Background: an optimization exercise with open tools, aiming at small area and a short achievable clock period. Do not read the settings as production practice. Only simulation tests tie the RTL to the original design; equivalence was not proved.

==> inputs of harbor <==
## ooo_engine
module ooo_engine (
    input  logic         clk,
    input  logic         rst,
    input  logic [1:0]   tr_cnt,
    input  logic [3:0]   tr_op,
    input  logic [13:0]  tr_dst,
    input  logic [13:0]  tr_src1,
    input  logic [13:0]  tr_src2,
    output logic [1:0]   tr_pop,
    output logic [1:0]   rt_valid,
    output logic [31:0]  rt_seq,
    output logic [3:0]   rt_op,
    output logic [13:0]  rt_dst,
    output logic [13:0]  rt_src1,
    output logic [13:0]  rt_src2,
    output logic [287:0] rt_cyc,
    output logic [287:0] rt_dur,
    output logic         done,
    output logic [15:0]  cycles,
    output logic [15:0]  count
);
clock: 80.0 ns
lec_check: 0
cap_margin: 20
core_margin: 2
core_utilization: 50
cts_buf_list: sky130_fd_sc_hd__clkbuf_4 sky130_fd_sc_hd__clkbuf_8
slew_margin: 20
run.sh (not shown) runs the stock make flow with config.mk's settings and CLKGATE_MAP_FILE= SYNTH_SCRIPT=/design/flow/synth_recipe.tcl, a recipe that flattens the netlist after the stock synthesis.
==> maple (differences from harbor) <==
--- a/flow/design.v
+++ b/flow/design.v
@@ -257,30 +257,17 @@
     end
   end
   logic [1:0] rn_left, nd, de_left;
   assign rn_left = sub2(rn_cnt, nr);
   assign nd      = take2(de_cnt, rn_left);
   assign de_left = sub2(de_cnt, nd);
-  logic take0, take1, td_set;
+  logic td_set;
   logic [1:0] n_pop;
-  always_comb begin
-    take0 = 1'b0; take1 = 1'b0; td_set = 1'b0;
-    if (!trace_done) begin
-      if (de_left != 2'd2) begin
-        if (tr_cnt == 2'd0) td_set = 1'b1;
-        else begin
-          take0 = 1'b1;
-          if (de_left == 2'd0) begin
-            if (tr_cnt == 2'd1) td_set = 1'b1;
-            else take1 = 1'b1;
-          end
-        end
-      end
-    end
-    n_pop = {take1, take0 & ~take1};
-  end
+  assign td_set = ~trace_done & (((de_left != 2'd2) & (tr_cnt == 2'd0)) |
+                                 ((de_left == 2'd0) & (tr_cnt == 2'd1)));
+  assign n_pop = tr_pop;
   logic [1:0]  n_de_cnt, n_rn_cnt, n_rr_cnt;
   logic        n_trace_done, n_done;
   logic [4:0]  n_rob_cnt;
   logic [16:0] seq_inc;
   logic [15:0] alloc;
   assign n_de_cnt = add2(de_left, n_pop);
@@ -334,13 +321,13 @@
         rn_rec[1] <= de_rec[0]; rn_cfe[1] <= de_cfe[0]; rn_crn[1] <= cyc1[4:0]; rn_pr[1] <= de_pr[0];
       end
     end
     if (nd == 2'd1) begin
       de_rec[0] <= de_rec[1]; de_cfe[0] <= de_cfe[1]; de_pr[0] <= de_pr[1];
     end
-    if (take0) begin
+    if (n_pop != 2'd0) begin
       if (de_left == 2'd0) begin
         de_rec[0] <= {tr_op[1:0], tr_dst[6:0], tr_src1[6:0], tr_src2[6:0]};
         de_cfe[0] <= cyc0[4:0]; de_pr[0] <= 1'b0;
         de_rec[1] <= {tr_op[3:2], tr_dst[13:7], tr_src1[13:7], tr_src2[13:7]};
         de_cfe[1] <= cyc0[4:0]; de_pr[1] <= 1'b1;
       end else begin
@@ -438,13 +425,17 @@
       rob_rdy[k] <= rdy1[k] & ~alloc[k];
       rob_wb[k]  <= rob_cmp[k] & ~alloc[k];
       rob_iss[k] <= ((rob_iss[k] & ~rob_cmp[k]) | we_ex[k]) & ~alloc[k];
       rob_cmp[k] <= cmp_next[k];
     end
   end
-  assign tr_pop   = (rst || done) ? 2'd0 : n_pop;
+  logic pop_ok1, pop_ok2;
+  assign pop_ok1 = ~done & ~trace_done & (de_left != 2'd2);
+  assign pop_ok2 = ~done & ~trace_done & (de_left == 2'd0);
+  assign tr_pop[1] = ~rst & pop_ok2 & tr_cnt[1];
+  assign tr_pop[0] = ~rst & pop_ok1 & (pop_ok2 ? (tr_cnt[0] & ~tr_cnt[1]) : (tr_cnt[0] | tr_cnt[1]));
   assign cycles   = cycle;
   assign count    = seq_next;
   assign rt_valid = o_v;
   logic [4:0]  infl;
   logic [15:0] seq0;
   logic [16:0] seq0t, seq1t;
@@ -453,55 +444,85 @@
   assign seq0 = seq0t[15:0];
   assign seq1t = radd(seq0, 16'd0, 1'b1);
   logic [7:0] chi, chm;
   assign chi = cycle[15:8];
   assign chm = 8'(sub8(cycle[15:8], 8'd1));
   logic [1:0][2:0] olat;
-  logic [1:0][5:0] d_is;
+  logic [1:0][5:0] d_is, a_ex, a_rt;
   logic [1:0][3:0] d_di, d_rr;
-  logic [1:0][4:0] d_rn, d_de1;
-  logic [1:0][8:0][7:0] age;
-  logic [1:0][8:0][8:0] sub;
+  logic [1:0][4:0] d_rn, d_de;
+  logic [1:0][8:0][7:0] lo;
+  logic [1:0][8:0]      bw;
+  logic [1:0][8:0]      t_ex, t_is, t_di, t_rr, t_rn, t_de, t_fe, t_wb, t_rt;
+  logic [1:0][16:0]     t_rtd, t_ded;
+  for (genvar r = 0; r < 2; r++) begin : g_lane
+    ooo_engine_rsub8 u_ex (.a(cycle[7:0]),   .b({2'd0, a_ex[r]}), .d(t_ex[r][7:0]), .nb(t_ex[r][8]));
+    ooo_engine_rsub8 u_is (.a(t_ex[r][7:0]), .b({2'd0, d_is[r]}), .d(t_is[r][7:0]), .nb(t_is[r][8]));
+    ooo_engine_rsub8 u_di (.a(t_is[r][7:0]), .b({4'd0, d_di[r]}), .d(t_di[r][7:0]), .nb(t_di[r][8]));
+    ooo_engine_rsub8 u_rr (.a(t_di[r][7:0]), .b({4'd0, d_rr[r]}), .d(t_rr[r][7:0]), .nb(t_rr[r][8]));
+    ooo_engine_rsub8 u_rn (.a(t_rr[r][7:0]), .b({3'd0, d_rn[r]}), .d(t_rn[r][7:0]), .nb(t_rn[r][8]));
+    ooo_engine_rsub8 u_de (.a(t_rn[r][7:0]), .b({3'd0, d_de[r]}), .d(t_de[r][7:0]), .nb(t_de[r][8]));
+    ooo_engine_rsub8 u_fe (.a(t_de[r][7:0]), .b(8'd1),            .d(t_fe[r][7:0]), .nb(t_fe[r][8]));
+    ooo_engine_rsub8 u_rt (.a(cycle[7:0]),   .b({2'd0, a_rt[r]}), .d(t_rt[r][7:0]), .nb(t_rt[r][8]));
+    ooo_engine_rsub8 u_wb (.a(t_rt[r][7:0]), .b(8'd1),            .d(t_wb[r][7:0]), .nb(t_wb[r][8]));
+  end
   always_comb begin
     for (int r = 0; r < 2; r++) begin
-      olat[r]   = latency(o_rec[r][22:21]);
-      d_is[r]   = 6'(sub8({2'd0, o_st[r][30:25]}, {2'd0, o_st[r][24:19]}));
-      d_di[r]   = 4'(sub8({4'd0, o_st[r][22:19]}, {4'd0, o_st[r][18:15]}));
-      d_rr[r]   = 4'(sub8({4'd0, o_st[r][18:15]}, {4'd0, o_st[r][13:10]}));
-      d_rn[r]   = 5'(sub8({3'd0, o_st[r][14:10]}, {3'd0, o_st[r][9:5]}));
-      d_de1[r]  = 5'(sub8({3'd0, o_st[r][9:5]}, {3'd0, o_st[r][4:0]}));
-      age[r][6] = {2'd0, 6'(sub8({2'd0, cycle[5:0]}, {2'd0, o_st[r][30:25]}))};
-      age[r][7] = 8'(sub8(age[r][6], {5'd0, olat[r]}));
-      age[r][8] = 8'(sub8(age[r][7], 8'd1));
-      age[r][5] = add8(age[r][6], {2'd0, d_is[r]});
-      age[r][4] = add8(age[r][5], {4'd0, d_di[r]});
-      age[r][3] = add8(age[r][4], {4'd0, d_rr[r]});
-      age[r][2] = add8(age[r][3], {3'd0, d_rn[r]});
-      age[r][0] = add8(age[r][2], {3'd0, d_de1[r]});
-      age[r][1] = 8'(sub8(age[r][0], 8'd1));
-      for (int s = 0; s < 9; s++) begin
-        sub[r][s] = sub8(cycle[7:0], age[r][s]);
-        sub[r][s][8] = ~sub[r][s][8];
-      end
+      olat[r]  = latency(o_rec[r][22:21]);
+      d_is[r]  = 6'(sub8({2'd0, o_st[r][30:25]}, {2'd0, o_st[r][24:19]}));
+      d_di[r]  = 4'(sub8({4'd0, o_st[r][22:19]}, {4'd0, o_st[r][18:15]}));
+      d_rr[r]  = 4'(sub8({4'd0, o_st[r][18:15]}, {4'd0, o_st[r][13:10]}));
+      d_rn[r]  = 5'(sub8({3'd0, o_st[r][14:10]}, {3'd0, o_st[r][9:5]}));
+      t_ded[r] = radd({11'd0, o_st[r][9:5]}, {11'd0, ~o_st[r][4:0]}, 1'b0);    
+      d_de[r]  = t_ded[r][4:0];
+      a_ex[r]  = 6'(sub8({2'd0, cycle[5:0]}, {2'd0, o_st[r][30:25]}));
+      t_rtd[r] = radd({10'd0, a_ex[r]}, {10'd0, ~{3'd0, olat[r]}}, 1'b0);       
+      a_rt[r]  = t_rtd[r][5:0];
+      lo[r][0] = t_fe[r][7:0]; lo[r][1] = t_de[r][7:0]; lo[r][2] = t_rn[r][7:0];
+      lo[r][3] = t_rr[r][7:0]; lo[r][4] = t_di[r][7:0]; lo[r][5] = t_is[r][7:0];
+      lo[r][6] = t_ex[r][7:0]; lo[r][7] = t_wb[r][7:0]; lo[r][8] = t_rt[r][7:0];
+      bw[r][8] = ~t_rt[r][8];
+      bw[r][7] = bw[r][8] | ~t_wb[r][8];
+      bw[r][6] = ~t_ex[r][8];
+      bw[r][5] = bw[r][6] | ~t_is[r][8];
+      bw[r][4] = bw[r][5] | ~t_di[r][8];
+      bw[r][3] = bw[r][4] | ~t_rr[r][8];
+      bw[r][2] = bw[r][3] | ~t_rn[r][8];
+      bw[r][1] = bw[r][2] | ~t_de[r][8];
+      bw[r][0] = bw[r][1] | ~t_fe[r][8];
     end
   end
   always_comb begin
     for (int r = 0; r < 2; r++) begin
       rt_seq[16*r +: 16] = (r == 0) ? seq0 : seq1t[15:0];
       rt_op[2*r +: 2]    = o_rec[r][22:21];
       rt_dst[7*r +: 7]   = o_rec[r][20:14];
       rt_src1[7*r +: 7]  = o_rec[r][13:7];
       rt_src2[7*r +: 7]  = o_rec[r][6:0];
       for (int s = 0; s < 9; s++)
-        rt_cyc[144*r + 16*s +: 16] = {sub[r][s][8] ? chm : chi, sub[r][s][7:0]};
+        rt_cyc[144*r + 16*s +: 16] = {bw[r][s] ? chm : chi, lo[r][s]};
       rt_dur[144*r +   0 +: 16] = 16'd1;
-      rt_dur[144*r +  16 +: 16] = {11'd0, 5'(sub8({3'd0, d_de1[r]}, 8'd1))};
+      rt_dur[144*r +  16 +: 16] = {11'd0, d_de[r]};
       rt_dur[144*r +  32 +: 16] = {11'd0, d_rn[r]};
       rt_dur[144*r +  48 +: 16] = {12'd0, d_rr[r]};
       rt_dur[144*r +  64 +: 16] = {12'd0, d_di[r]};
       rt_dur[144*r +  80 +: 16] = {10'd0, d_is[r]};
       rt_dur[144*r +  96 +: 16] = {13'd0, olat[r]};
       rt_dur[144*r + 112 +: 16] = 16'd1;
-      rt_dur[144*r + 128 +: 16] = {8'd0, age[r][8]};
+      rt_dur[144*r + 128 +: 16] = {10'd0, a_rt[r]};
     end
   end
 endmodule
+module ooo_engine_rsub8 (
+    input  logic [7:0] a,
+    input  logic [7:0] b,
+    output logic [7:0] d,
+    output logic       nb
+);
+  logic [8:0] c;
+  assign c[0] = 1'b1;
+  for (genvar i = 0; i < 8; i++) begin : g_bit
+    assign d[i]   = a[i] ^ ~b[i] ^ c[i];
+    assign c[i+1] = (a[i] & ~b[i]) | (c[i] & (a[i] ^ ~b[i]));
+  end
+  assign nb = c[8];
+endmodule
==> flow/flow/run.sh (new file) <==
#!/bin/bash
# Standard ORFS layout (the standard.sh) with two changes: the port
# buffers are the smallest buffer, and repair_timing is asked for a setup
# margin that makes it work on the input-to-output paths. make's full output
# goes to flow_make.log here; each ORFS step also keeps its own log under
# orfs/logs.
set -euo pipefail
bash standard.sh finish \
  "BUFFER_PORTS_ARGS=-buffer_cell sky130_fd_sc_hd__buf_1" \
  SETUP_SLACK_MARGIN=50 > flow_make.log 2>&1
==> flow/standard.sh (new file) <==
#!/bin/bash
# synth_recipe.tcl (not shown) runs the flow's synth.tcl, then flattens the netlist and writes it again
# the make line also repeats each setting of config.mk as NAME=value (left out here)
make -C /OpenROAD-flow-scripts/flow DESIGN_CONFIG=/design/flow/config.mk WORK_HOME=/design/flow/orfs CLKGATE_MAP_FILE= SYNTH_SCRIPT=/design/flow/synth_recipe.tcl "${@:-finish}"
==> flow/config.mk (replaced) <==
export PLATFORM = sky130hd
export DESIGN_NAME = ooo_engine
export DESIGN_NICKNAME = ooo_engine
export VERILOG_FILES = /design/flow/design.v
export SDC_FILE = /design/flow/constraint.sdc
export NUM_CORES = 8
export LEC_CHECK = 0
export CAP_MARGIN = 20
export CORE_MARGIN = 2
export CORE_UTILIZATION = 50
export CTS_CLUSTER_DIAMETER = 100
export CTS_CLUSTER_SIZE = 25
export SLEW_MARGIN = 20
removed: flow/run.sh
==> run notes <==
quantity	harbor	maple
Yosys top cell area share	36.5%	37.4%
CP max-delay cell	sky130_fd_sc_hd__clkdlybuf4s50_1	sky130_fd_sc_hd__nor3_4
Number of detailed-route iterations in the first pass	8	9
Starting DRT DRC Count	7871	6812
Share of cells above drive strength 1	12.3%	8.71%
Share of synthesized cell area in full adder, half adder and majority cells	8.02%	5.68%
Sequential share of the synthesized area	46.8%	48.0%
DRT Wirelength	340 mm	295 mm
Outcome	timing/DRC/antenna clean	timing/DRC/antenna clean
Parity-gate share of the synthesized area counting xor and xnor cells	6.48%	6.60%
Routed len/inst	32.5 um	29.5 um
Area after DPL	0.0901 mm^2	0.0846 mm^2

========
==> job 4454: inputs <==
Another version of the RTL of ooo_engine (not shown whole).
export LEC_CHECK = 0
export CAP_MARGIN = 20
export CORE_MARGIN = 2
export CORE_UTILIZATION = 60
export CTS_CLUSTER_DIAMETER = 100
export CTS_CLUSTER_SIZE = 25
export SLEW_MARGIN = 20
create_clock -name core_clock -period 80.0 [get_ports {clk}]
standard.sh (not shown) runs the stock make flow with config.mk's settings and CLKGATE_MAP_FILE= SYNTH_SCRIPT=/design/flow/synth_recipe.tcl, a recipe that flattens the netlist after the stock synthesis.
==> flow/flow/run.sh <==
#!/bin/bash
# The standard layout (standard.sh) with these changes:
# - synthesis: the standard synthesis with ABC_AREA=1, flow/area.abc as
#   ABC's area script, the weakest (size 0) cells left out of ABC's mapping,
#   and no full/half-adder cell extraction (ADDER_MAP_FILE empty), so ABC
#   maps all the combinational logic for area. ORFS's scripts are copied to
#   myscripts/ with only the ABC script and the dont-use list changed; the
#   registers come out the same as the standard synthesis's;
# - the port buffers are the smallest buffer;
# - repair_timing is asked for a setup margin that makes it work on the
#   input-to-output paths.
# Each step's full output goes to a log here (flow_synth.log, flow_make.log);
# each ORFS step also keeps its own log under orfs/logs.
set -euo pipefail
rm -rf myscripts
cp -r "$FLOW_HOME/scripts" myscripts
cp flow/area.abc myscripts/abc_area.script
sed -i 's|^set lib_dont_use_args ""$|set lib_dont_use_args "-dont_use sky130_fd_sc_hd__*_0"|' myscripts/synth_preamble.tcl
grep -q 'set lib_dont_use_args "-dont_use sky130_fd_sc_hd__\*_0"' myscripts/synth_preamble.tcl
KNOBS=("BUFFER_PORTS_ARGS=-buffer_cell sky130_fd_sc_hd__buf_1" "SETUP_SLACK_MARGIN=50")
bash standard.sh synth "SCRIPTS_DIR=$PWD/myscripts" ABC_AREA=1 "ADDER_MAP_FILE=" "${KNOBS[@]}" > flow_synth.log 2>&1
bash standard.sh finish "${KNOBS[@]}" > flow_make.log 2>&1
==> flow/flow/area.abc <==
strash
dc2
dch -f
map -a
strash
dc2
dch -f
map -a
strash
dch -f
map -a
topo
==> job 438 (differences from job 4454) <==
--- a/flow/design.v
+++ b/flow/design.v
@@ -18,13 +18,13 @@
     output logic         done,
     output logic [15:0]  cycles,
     output logic [15:0]  count
 );
   localparam int RECW = 23;
   localparam int UW = 11;
-  localparam int STW = 28;
+  localparam int STW = 31;
   function automatic logic [2:0] latency(input logic [1:0] op);
     case (op)
       2'd0:    latency = 3'd1;
       2'd1:    latency = 3'd2;
       default: latency = 3'd5;
     endcase
@@ -95,17 +95,17 @@
     for (int i = 0; i < 16; i++) if (oh[i]) hi16 = hi16 | 4'(i);
   endfunction
   logic [15:0] cycle, seq_next;
   logic        trace_done;
   logic [1:0]             de_cnt;
   logic [1:0][RECW-1:0]   de_rec;
-  logic [1:0][3:0]        de_cfe;
+  logic [1:0][4:0]        de_cfe;
   logic [1:0]             de_pr;
   logic [1:0]             rn_cnt;
   logic [1:0][RECW-1:0]   rn_rec;
-  logic [1:0][3:0]        rn_cfe, rn_crn;
+  logic [1:0][4:0]        rn_cfe, rn_crn;
   logic [1:0]             rn_pr;
   logic [1:0]             rr_cnt;
   logic [1:0][UW-1:0]     rr_u;
   logic [1:0]             di_cnt;
   logic [1:0][UW-1:0]     di_u;
   logic [7:0]             iq_v;
@@ -119,35 +119,35 @@
   logic [15:0]            rob_rdy, rob_iss;
   assign rob_rdy = rob_s1 & rob_s0;
   assign rob_iss = rob_s0 & ~rob_s1;
   logic [15:0][RECW-1:0]  rob_rec;
   logic [15:0][STW-1:0]   rob_st;
   logic [1:0]             o_v;
-  logic                   npok1, npok2;  
+  logic                   pok1, pok2;    
   logic [15:0]            n_s1, n_s0;
   logic [7:0]             n_t1v, n_t2v;
   logic [1:0][RECW-1:0]   o_rec;
-  logic [1:0][11:0]       o_st;    
+  logic [1:0][14:0]       o_st;    
   logic [7:0]  cyc0, cyc1;
   logic [16:0] cyc_inc;
   assign cyc_inc = radd(cycle, 16'd0, 1'b1);
   assign cyc0 = cycle[7:0];
   assign cyc1 = cyc_inc[7:0];
   logic [3:0]  head1;
   logic [15:0] hsel, h1sel;
   logic        r0, r1;
   logic [1:0]  nret;
   logic [15:0] ret_mask, v_ar;
   logic [7:0][RECW-1:0]   ev_rec, od_rec;
-  logic [7:0][11:0]       ev_st, od_st;
+  logic [7:0][14:0]       ev_st, od_st;
   logic [2:0]  ev_idx, od_idx;
   logic [7:0]  esel, osel;
   logic [RECW-1:0] ev_rrec, od_rrec;
-  logic [11:0]     ev_rst, od_rst;
+  logic [14:0]     ev_rst, od_rst;
   logic [1:0][RECW-1:0] l_rec;
-  logic [1:0][11:0]     l_st;
+  logic [1:0][14:0]     l_st;
   assign head1 = head + 4'd1;
   always_comb begin
     for (int k = 0; k < 16; k++) hsel[k] = head == 4'(k);
     h1sel = {hsel[14:0], hsel[15]};
   end
   assign r0 = |(hsel & rob_v & rob_rdy);
@@ -157,22 +157,22 @@
   assign v_ar = rob_v & ~ret_mask;
   assign ev_idx = head[0] ? head1[3:1] : head[3:1];
   assign od_idx = head[3:1];
   always_comb begin
     for (int k = 0; k < 8; k++) begin
       ev_rec[k] = rob_rec[2*k];   od_rec[k] = rob_rec[2*k+1];
-      ev_st[k]  = rob_st[2*k][11:0];    od_st[k]  = rob_st[2*k+1][11:0];
+      ev_st[k]  = rob_st[2*k][14:0];    od_st[k]  = rob_st[2*k+1][14:0];
       esel[k] = ev_idx == 3'(k);
       osel[k] = od_idx == 3'(k);
     end
     ev_rrec = '0; od_rrec = '0; ev_rst = '0; od_rst = '0;
     for (int j = 0; j < 8; j++) begin
       ev_rrec = ev_rrec | ({RECW{esel[j]}} & ev_rec[j]);
       od_rrec = od_rrec | ({RECW{osel[j]}} & od_rec[j]);
-      ev_rst  = ev_rst  | ({12{esel[j]}} & ev_st[j]);
-      od_rst  = od_rst  | ({12{osel[j]}} & od_st[j]);
+      ev_rst  = ev_rst  | ({15{esel[j]}} & ev_st[j]);
+      od_rst  = od_rst  | ({15{osel[j]}} & od_st[j]);
     end
   end
   assign l_rec[0] = head[0] ? od_rrec : ev_rrec;
   assign l_rec[1] = head[0] ? ev_rrec : od_rrec;
   assign l_st[0]  = head[0] ? od_rst : ev_rst;
   assign l_st[1]  = head[0] ? ev_rst : od_rst;
@@ -354,16 +354,16 @@
   assign n_r0 = |(n_hsel & n_rob_v & n_rdy);
   assign n_r1 = |({n_hsel[14:0], n_hsel[15]} & n_rob_v & n_rdy);
   assign n_de_left = de_after(add2(d_left, mv), n_rr_cnt, n_rn_cnt, n_de_cnt, n_rob_cnt,
                               n_r0, n_r1, n_iq_v, n_iq_v & ~n_t1v & ~n_t2v);
   always_ff @(posedge clk) begin
     if (rst) begin
-      npok1 <= 1'b0; npok2 <= 1'b0;
+      pok1 <= 1'b1; pok2 <= 1'b1;
     end else if (!done) begin
-      npok1 <= n_done | n_trace_done | (n_de_left == 2'd2);
-      npok2 <= n_done | n_trace_done | (n_de_left != 2'd0);
+      pok1 <= ~n_done & ~n_trace_done & (n_de_left != 2'd2);
+      pok2 <= ~n_done & ~n_trace_done & (n_de_left == 2'd0);
     end
   end
   always_ff @(posedge clk) begin
     if (rst) begin
       cycle <= '0; seq_next <= '0; trace_done <= 1'b0; done <= 1'b0;
       de_cnt <= '0; rn_cnt <= '0; rr_cnt <= '0; di_cnt <= '0;
@@ -392,17 +392,17 @@
   end
   always_ff @(posedge clk) begin
     for (int p = 0; p < 2; p++) begin
       if (fet[p]) begin
         if (1'(p) == sq0) de_rec[p] <= {tr_op[1:0], tr_dst[6:0], tr_src1[6:0], tr_src2[6:0]};
         else              de_rec[p] <= {tr_op[3:2], tr_dst[13:7], tr_src1[13:7], tr_src2[13:7]};
-        de_cfe[p] <= cyc0[3:0];
+        de_cfe[p] <= cyc0[4:0];
         de_pr[p]  <= 1'(p) != sq0;
       end
       if (dec[p]) begin
-        rn_rec[p] <= de_rec[p]; rn_cfe[p] <= de_cfe[p]; rn_crn[p] <= cyc1[3:0]; rn_pr[p] <= de_pr[p];
+        rn_rec[p] <= de_rec[p]; rn_cfe[p] <= de_cfe[p]; rn_crn[p] <= cyc1[4:0]; rn_pr[p] <= de_pr[p];
       end
       rr_u[p] <= ren[p] ? ren_u[p] : rr_w[p];
       di_u[p] <= rmv[p] ? rr_w[p] : di_w[p];
     end
   end
   logic [7:0] wd0, wd1;
@@ -449,38 +449,38 @@
       we_di[k] = rmv[k % 2] && rr_dt[k % 2][3:1] == 3'(k / 2);
       we_is[k] = dmv[k % 2] && di_dt[k % 2][3:1] == 3'(k / 2);
       we_ex[k] = (any1 && gt1 == 4'(k)) || (any2 && gt2 == 4'(k));
       if (rob_rec[k][22:21] == 2'd0)      ntg[k] = n1;
       else if (rob_rec[k][22:21] == 2'd1) ntg[k] = n2;
       else                                ntg[k] = n5;
-      cmp_next[k] = ((rob_iss[k] & ~rob_cmp[k] & rob_st[k][24:22] == ntg[k]) |
+      cmp_next[k] = ((rob_iss[k] & ~rob_cmp[k] & rob_st[k][27:25] == ntg[k]) |
                      (we_ex[k] & rob_rec[k][22:21] == 2'd0)) & ~alloc[k];
     end
   end
   assign n_s1 = (rob_s1 | (rob_s0 & rob_cmp)) & ~alloc;
   assign n_s0 = (rob_s1 | (rob_s0 & ~rob_cmp) | we_ex) & ~alloc;
   always_ff @(posedge clk) begin
     for (int k = 0; k < 16; k++) begin
       if (alloc[k]) begin
         rob_rec[k] <= rn_rec[k % 2];
-        rob_st[k][3:0]   <= rn_cfe[k % 2];
-        rob_st[k][7:4]   <= rn_crn[k % 2];
-        rob_st[k][11:8]  <= cyc1[3:0];
+        rob_st[k][4:0]   <= rn_cfe[k % 2];
+        rob_st[k][9:5]   <= rn_crn[k % 2];
+        rob_st[k][14:10] <= cyc1[4:0];
       end
-      if (we_di[k]) rob_st[k][15:12] <= cyc1[3:0];
-      if (we_is[k]) rob_st[k][21:16] <= cyc1[5:0];
-      if (we_ex[k]) rob_st[k][27:22] <= cyc1[5:0];
+      if (we_di[k]) rob_st[k][18:15] <= cyc1[3:0];
+      if (we_is[k]) rob_st[k][24:19] <= cyc1[5:0];
+      if (we_ex[k]) rob_st[k][30:25] <= cyc1[5:0];
       rob_s1[k] <= n_s1[k];
       rob_s0[k] <= n_s0[k];
       rob_cmp[k] <= cmp_next[k];
     end
   end
   assign pop_ok1 = ~done & ~trace_done & (de_left != 2'd2);
   assign pop_ok2 = ~done & ~trace_done & (de_left == 2'd0);
-  assign tr_pop[1] = ~(rst | npok2 | ~tr_cnt[1]);
-  assign tr_pop[0] = ~(rst | npok1 | ~((tr_cnt[0] & ~tr_cnt[1]) | (npok2 & tr_cnt[1])));
+  assign tr_pop[1] = ~rst & pok2 & tr_cnt[1];
+  assign tr_pop[0] = ~rst & pok1 & ((tr_cnt[0] & ~tr_cnt[1]) | (~pok2 & tr_cnt[1]));
   assign cycles   = cycle;
   assign count    = seq_next;
   assign rt_valid = o_v;
   logic [4:0]  infl;
   logic [15:0] seq0;
   logic [16:0] seq0t, seq1t;
@@ -504,47 +504,47 @@
     for (int k = 0; k < 8; k++) begin
       rsel_e[k] = rev_idx == 3'(k);
       rsel_o[k] = rod_idx == 3'(k);
     end
     rev_st = '0; rod_st = '0;
     for (int j = 0; j < 8; j++) begin
-      rev_st = rev_st | ({16{rsel_e[j]}} & rob_st[2*j][27:12]);
-      rod_st = rod_st | ({16{rsel_o[j]}} & rob_st[2*j+1][27:12]);
+      rev_st = rev_st | ({16{rsel_e[j]}} & rob_st[2*j][30:15]);
+      rod_st = rod_st | ({16{rsel_o[j]}} & rob_st[2*j+1][30:15]);
     end
     ost[0] = {rs[0] ? rod_st : rev_st, o_st[0]};
     ost[1] = {rs[0] ? rev_st : rod_st, o_st[1]};
   end
   logic [1:0][2:0] olat;
   logic [1:0][5:0] d_is, a_ex, a_rt;
   logic [1:0][3:0] d_di, d_rr;
-  logic [1:0][3:0] d_rn, d_de;
+  logic [1:0][4:0] d_rn, d_de;
   logic [1:0][8:0][7:0] lo;
   logic [1:0][8:0]      bw;
   logic [1:0][8:0]      t_ex, t_is, t_di, t_rr, t_rn, t_de, t_fe, t_wb, t_rt;
   logic [1:0][16:0]     t_rtd, t_ded;
   for (genvar r = 0; r < 2; r++) begin : g_lane
     ooo_engine_rsub8 u_ex (.a(cycle[7:0]),   .b({2'd0, a_ex[r]}), .d(t_ex[r][7:0]), .nb(t_ex[r][8]));
     ooo_engine_rsub8 u_is (.a(t_ex[r][7:0]), .b({2'd0, d_is[r]}), .d(t_is[r][7:0]), .nb(t_is[r][8]));
     ooo_engine_rsub8 u_di (.a(t_is[r][7:0]), .b({4'd0, d_di[r]}), .d(t_di[r][7:0]), .nb(t_di[r][8]));
     ooo_engine_rsub8 u_rr (.a(t_di[r][7:0]), .b({4'd0, d_rr[r]}), .d(t_rr[r][7:0]), .nb(t_rr[r][8]));
-    ooo_engine_rsub8 u_rn (.a(t_rr[r][7:0]), .b({4'd0, d_rn[r]}), .d(t_rn[r][7:0]), .nb(t_rn[r][8]));
-    ooo_engine_rsub8 u_de (.a(t_rn[r][7:0]), .b({4'd0, d_de[r]}), .d(t_de[r][7:0]), .nb(t_de[r][8]));
+    ooo_engine_rsub8 u_rn (.a(t_rr[r][7:0]), .b({3'd0, d_rn[r]}), .d(t_rn[r][7:0]), .nb(t_rn[r][8]));
+    ooo_engine_rsub8 u_de (.a(t_rn[r][7:0]), .b({3'd0, d_de[r]}), .d(t_de[r][7:0]), .nb(t_de[r][8]));
     ooo_engine_rsub8 u_fe (.a(t_de[r][7:0]), .b(8'd1),            .d(t_fe[r][7:0]), .nb(t_fe[r][8]));
     ooo_engine_rsub8 u_rt (.a(cycle[7:0]),   .b({2'd0, a_rt[r]}), .d(t_rt[r][7:0]), .nb(t_rt[r][8]));
     ooo_engine_rsub8 u_wb (.a(t_rt[r][7:0]), .b(8'd1),            .d(t_wb[r][7:0]), .nb(t_wb[r][8]));
   end
   always_comb begin
     for (int r = 0; r < 2; r++) begin
       olat[r]  = latency(o_rec[r][22:21]);
-      d_is[r]  = 6'(sub8({2'd0, ost[r][27:22]}, {2'd0, ost[r][21:16]}));
-      d_di[r]  = 4'(sub8({4'd0, ost[r][19:16]}, {4'd0, ost[r][15:12]}));
-      d_rr[r]  = 4'(sub8({4'd0, ost[r][15:12]}, {4'd0, ost[r][11:8]}));
-      d_rn[r]  = 4'(sub8({4'd0, ost[r][11:8]}, {4'd0, ost[r][7:4]}));
-      t_ded[r] = radd({12'd0, ost[r][7:4]}, {12'd0, ~ost[r][3:0]}, 1'b0);    
-      d_de[r]  = t_ded[r][3:0];
-      a_ex[r]  = 6'(sub8({2'd0, cycle[5:0]}, {2'd0, ost[r][27:22]}));
+      d_is[r]  = 6'(sub8({2'd0, ost[r][30:25]}, {2'd0, ost[r][24:19]}));
+      d_di[r]  = 4'(sub8({4'd0, ost[r][22:19]}, {4'd0, ost[r][18:15]}));
+      d_rr[r]  = 4'(sub8({4'd0, ost[r][18:15]}, {4'd0, ost[r][13:10]}));
+      d_rn[r]  = 5'(sub8({3'd0, ost[r][14:10]}, {3'd0, ost[r][9:5]}));
+      t_ded[r] = radd({11'd0, ost[r][9:5]}, {11'd0, ~ost[r][4:0]}, 1'b0);    
+      d_de[r]  = t_ded[r][4:0];
+      a_ex[r]  = 6'(sub8({2'd0, cycle[5:0]}, {2'd0, ost[r][30:25]}));
       t_rtd[r] = radd({10'd0, a_ex[r]}, {10'd0, ~{3'd0, olat[r]}}, 1'b0);       
       a_rt[r]  = t_rtd[r][5:0];
       lo[r][0] = t_fe[r][7:0]; lo[r][1] = t_de[r][7:0]; lo[r][2] = t_rn[r][7:0];
       lo[r][3] = t_rr[r][7:0]; lo[r][4] = t_di[r][7:0]; lo[r][5] = t_is[r][7:0];
       lo[r][6] = t_ex[r][7:0]; lo[r][7] = t_wb[r][7:0]; lo[r][8] = t_rt[r][7:0];
       bw[r][8] = ~t_rt[r][8];
@@ -565,14 +565,14 @@
       rt_dst[7*r +: 7]   = o_rec[r][20:14];
       rt_src1[7*r +: 7]  = o_rec[r][13:7];
       rt_src2[7*r +: 7]  = o_rec[r][6:0];
       for (int s = 0; s < 9; s++)
         rt_cyc[144*r + 16*s +: 16] = {bw[r][s] ? chm : chi, lo[r][s]};
       rt_dur[144*r +   0 +: 16] = 16'd1;
-      rt_dur[144*r +  16 +: 16] = {12'd0, d_de[r]};
-      rt_dur[144*r +  32 +: 16] = {12'd0, d_rn[r]};
+      rt_dur[144*r +  16 +: 16] = {11'd0, d_de[r]};
+      rt_dur[144*r +  32 +: 16] = {11'd0, d_rn[r]};
       rt_dur[144*r +  48 +: 16] = {12'd0, d_rr[r]};
       rt_dur[144*r +  64 +: 16] = {12'd0, d_di[r]};
       rt_dur[144*r +  80 +: 16] = {10'd0, d_is[r]};
       rt_dur[144*r +  96 +: 16] = {13'd0, olat[r]};
       rt_dur[144*r + 112 +: 16] = 16'd1;
       rt_dur[144*r + 128 +: 16] = {10'd0, a_rt[r]};
==> flow/flow/run.sh (replaced) <==
#!/bin/bash
# The standard layout (standard.sh) with these changes:
# - synthesis: the standard synthesis with ABC_AREA=1 and flow/area.abc as
#   ABC's area script (ORFS's scripts are copied to myscripts/ with only
#   abc_area.script replaced); the steps before ABC, and so the registers,
#   are unchanged;
# - the port buffers are the smallest buffer;
# - repair_timing is asked for a setup margin that makes it work on the
#   input-to-output paths.
# Each step's full output goes to a log here (flow_synth.log, flow_make.log);
# each ORFS step also keeps its own log under orfs/logs.
set -euo pipefail
rm -rf myscripts
cp -r "$FLOW_HOME/scripts" myscripts
cp flow/area.abc myscripts/abc_area.script
KNOBS=("BUFFER_PORTS_ARGS=-buffer_cell sky130_fd_sc_hd__buf_1" "SETUP_SLACK_MARGIN=50")
bash standard.sh synth "SCRIPTS_DIR=$PWD/myscripts" ABC_AREA=1 "${KNOBS[@]}" > flow_synth.log 2>&1
bash standard.sh finish "${KNOBS[@]}" > flow_make.log 2>&1
==> reports/qor.txt <==
Status: timing/DRC/antenna clean
Synth area leaders: edfxtp_1 46%, dfxtp_1 7.1%, clkinv_1 5.1%
Fillers: 9,587
Worst Hold End: rn_pr[0]$_DFFE_PP_
Pre-Repair DR Iteration Count: 10
Yosys cell types: 53
Post-synth EDFFs: 1,125
Post-Route M1 WL: 101,900 um
(the above is from job 438)
==> reports/qor.txt <==
Status: timing/DRC/antenna clean
Pre-Repair DR Iteration Count: 9
Worst Hold End: rn_rec[13]$_DFFE_PP_
Fillers: 8,926
Post-synth EDFFs: 1,071
Yosys cell types: 55
(the above is from job 4454)

[port drivers added, routing unchanged]
Ports are ideal in the flow. The routed layouts listed here were re-timed in OpenROAD. Step 1 sets driving cells, clkbuf_16 on the clock port and buf_2 on the other inputs (assumed; they add their load-dependent delay and slew). Step 2 times the ports against the registers' clock, not the clock port: input delays grow and output delays shrink by t, the midpoint of the rising clock arrivals with the driver on. Three values: no drivers, after step 1, after step 2; two values: the first two.
run | shift t [ns] | setup slack, ns | cell pins on the clock port's net
harbor | 1.067 | 45.825 / 45.800 / 45.800 | 1
maple | 0.805 | 47.250 / 47.142 / 47.142 | 1
job 4454 | 0.794 | 47.472 / 47.402 / 47.402 | 1
job 438 | 0.802 | 47.452 / 47.411 / 47.411 | 1
After both steps setup and hold are still met in every run listed. For maple, which loses most, drivers alone change the setup slack by -0.108 ns; drivers and shift together by -0.108 ns.
